This design comes from an exercise in tuning for small area and a short achievable clock period on the open sky130 flow, not from production work. In this exercise RTL edits were held to simulation tests only and were not proved equivalent to the original.

== quartz ==
// ooo_engine
module ooo_engine (
    input  logic         clk,
    input  logic         rst,
    input  logic [1:0]   tr_cnt,
    input  logic [3:0]   tr_op,
    input  logic [13:0]  tr_dst,
    input  logic [13:0]  tr_src1,
    input  logic [13:0]  tr_src2,
    output logic [1:0]   tr_pop,
    output logic [1:0]   rt_valid,
    output logic [31:0]  rt_seq,
    output logic [3:0]   rt_op,
    output logic [13:0]  rt_dst,
    output logic [13:0]  rt_src1,
    output logic [13:0]  rt_src2,
    output logic [287:0] rt_cyc,
    output logic [287:0] rt_dur,
    output logic         done,
    output logic [15:0]  cycles,
    output logic [15:0]  count
);
Size in the first run: ~6300 cells after synthesis, about 71000 µm² of cells after synthesis.
export LEC_CHECK = 0
export CAP_MARGIN = 20
export CORE_MARGIN = 2
export CORE_UTILIZATION = 60
export CTS_CLUSTER_DIAMETER = 100
export CTS_CLUSTER_SIZE = 25
export SLEW_MARGIN = 20
create_clock -name core_clock -period 80.0 [get_ports {clk}]
standard.sh (not shown) runs the stock make flow with config.mk's settings and CLKGATE_MAP_FILE= SYNTH_SCRIPT=/design/flow/synth_recipe.tcl, a recipe that flattens the netlist after the stock synthesis.
==> flow/flow/run.sh <==
#!/bin/bash
# The standard layout (standard.sh) with these changes:
# - synthesis: the standard synthesis with ABC_AREA=1, flow/area.abc as
#   ABC's area script, the weakest (size 0) cells left out of ABC's mapping,
#   and no full/half-adder cell extraction (ADDER_MAP_FILE empty), so ABC
#   maps all the combinational logic for area. ORFS's scripts are copied to
#   myscripts/ with only the ABC script and the dont-use list changed; the
#   registers come out the same as the standard synthesis's;
# - the port buffers are the smallest buffer;
# - repair_timing is asked for a setup margin that makes it work on the
#   input-to-output paths.
# Each step's full output goes to a log here (flow_synth.log, flow_make.log);
# each ORFS step also keeps its own log under orfs/logs.
set -euo pipefail
rm -rf myscripts
cp -r "$FLOW_HOME/scripts" myscripts
cp flow/area.abc myscripts/abc_area.script
sed -i 's|^set lib_dont_use_args ""$|set lib_dont_use_args "-dont_use sky130_fd_sc_hd__*_0"|' myscripts/synth_preamble.tcl
grep -q 'set lib_dont_use_args "-dont_use sky130_fd_sc_hd__\*_0"' myscripts/synth_preamble.tcl
KNOBS=("BUFFER_PORTS_ARGS=-buffer_cell sky130_fd_sc_hd__buf_1" "SETUP_SLACK_MARGIN=50")
bash standard.sh synth "SCRIPTS_DIR=$PWD/myscripts" ABC_AREA=1 "ADDER_MAP_FILE=" "${KNOBS[@]}" > flow_synth.log 2>&1
bash standard.sh finish "${KNOBS[@]}" > flow_make.log 2>&1
==> flow/flow/area.abc <==
strash
dc2
dch -f
&get -n
&nf -R 1000 -p -a
&put
strash
dch -f
&get -n
&nf -R 1000 -p -a
&put
topo
Every stage of the flow completed for quartz, and the final layout passed the timing, DRC and antenna checks.
Modified inputs, sierra compared to quartz
==> flow/flow/area.abc <==
strash
dc2
dch -f
map -a
strash
dc2
dch -f
map -a
strash
dch -f
map -a
topo
==> comparison <==
sierra ended up with sky130_fd_sc_hd__nand2_1 as its most frequent standard cell in the layout excluding fill and tap cells; quartz ended up with sky130_fd_sc_hd__edfxtp_1. Delta (sierra minus quartz): clock latency on the worst-skew pair higher. Signal arrival time at the worst endpoint (higher): sierra. Final worst setup slack: higher on quartz. Going from quartz to sierra, number of nets in the final layout went up about 20%, maximum clock frequency stayed essentially flat, design area fell 240 µm². quartz reports its first element of the critical path as tr_cnt[1] while sierra reports rst.


== indigo ==
ooo_engine, a different RTL version from the one above (not shown whole).
Size: ~7100 cells after synthesis, about 1400 flip-flops, ~72000 sq um of cells after synthesis.
export LEC_CHECK = 0
export CAP_MARGIN = 50
export CORE_MARGIN = 2
export CORE_UTILIZATION = 60
export CTS_CLUSTER_DIAMETER = 100
export CTS_CLUSTER_SIZE = 25
export SLEW_MARGIN = 20
create_clock -name core_clock -period 80.0 [get_ports {clk}]
==> flow/flow/run.sh <==
#!/bin/bash
# The standard layout (standard.sh) with these changes:
# - synthesis: the standard synthesis with ABC_AREA=1 and flow/area.abc as
#   ABC's area script (ORFS's scripts are copied to myscripts/ with only
#   abc_area.script replaced); the steps before ABC, and so the registers,
#   are unchanged;
# - the port buffers are the smallest buffer;
# - repair_timing is asked for a setup margin that makes it work on the
#   input-to-output paths.
# Each step's full output goes to a log here (flow_synth.log, flow_make.log);
# each ORFS step also keeps its own log under orfs/logs.
set -euo pipefail
rm -rf myscripts
cp -r "$FLOW_HOME/scripts" myscripts
cp flow/area.abc myscripts/abc_area.script
KNOBS=("BUFFER_PORTS_ARGS=-buffer_cell sky130_fd_sc_hd__buf_1" "SETUP_SLACK_MARGIN=50")
bash standard.sh synth "SCRIPTS_DIR=$PWD/myscripts" ABC_AREA=1 "${KNOBS[@]}" > flow_synth.log 2>&1
bash standard.sh finish "${KNOBS[@]}" > flow_make.log 2>&1
==> flow/flow/area.abc <==
strash
dc2
dch -f
map -a
strash
dc2
dch -f
map -a
strash
dch -f
map -a
topo
indigo ran to completion and came out clean on the timing, DRC and antenna checks.
### indigo -> lagoon
-- flow/config.mk --
<<< indigo, line 8
export CAP_MARGIN = 50
>>> lagoon, line 8
export CAP_MARGIN = 35
Results
Count of non-CTS buffers in the layout, indigo and lagoon, lower one = lagoon. In the flow results for indigo and lagoon, the met1 capacity usage during global routing is smaller on lagoon. Wire length per cell in lagoon is 0.12 um above indigo. Compared with indigo, lagoon shows a final cell count that is 0.79% lower. When the final numbers for indigo and lagoon were put side by side, the global-route usage turned out to be greater in indigo. Per the comparison of lagoon with indigo, post-route standard cell area excluding fillers went down, worst setup slack went down.

-- what the ideal ports hide --
Ports are ideal in the flow. The routed layouts listed here were re-timed in OpenROAD.
Step 1 sets driving cells, clkbuf_16 on the clock port and buf_2 on the other inputs (assumed; they add their load-dependent delay and slew).
Step 2 moves the port delays by t, midway between the first and last clock arrival at a register: inputs arrive t later, outputs are due t later. That takes back most of the time a late clock gives input paths.
Three values: ideal, step 1, step 2; two values: the first two.
run	t, ns	setup WS [ns]	clock arrival spread, ns	worst register clock-pin slew, ns	worst slew at a driven data input, ns
quartz	0.776	47.399 / 47.343 / 47.343	0.056 / 0.055	0.11 / 0.11	0.07
sierra	0.782	47.344 / 47.301 / 47.301	0.057 / 0.057	0.11 / 0.11	0.08
indigo	0.790	47.127 / 47.063 / 47.063	0.058 / 0.057	0.11 / 0.11	0.06
lagoon	0.790	47.113 / 47.061 / 47.061	0.048 / 0.048	0.11 / 0.11	0.05
After both steps setup and hold are still met in every run listed. The setup slack of indigo, which loses most, moves by -0.064 ns with the drivers and by -0.064 ns with both steps.
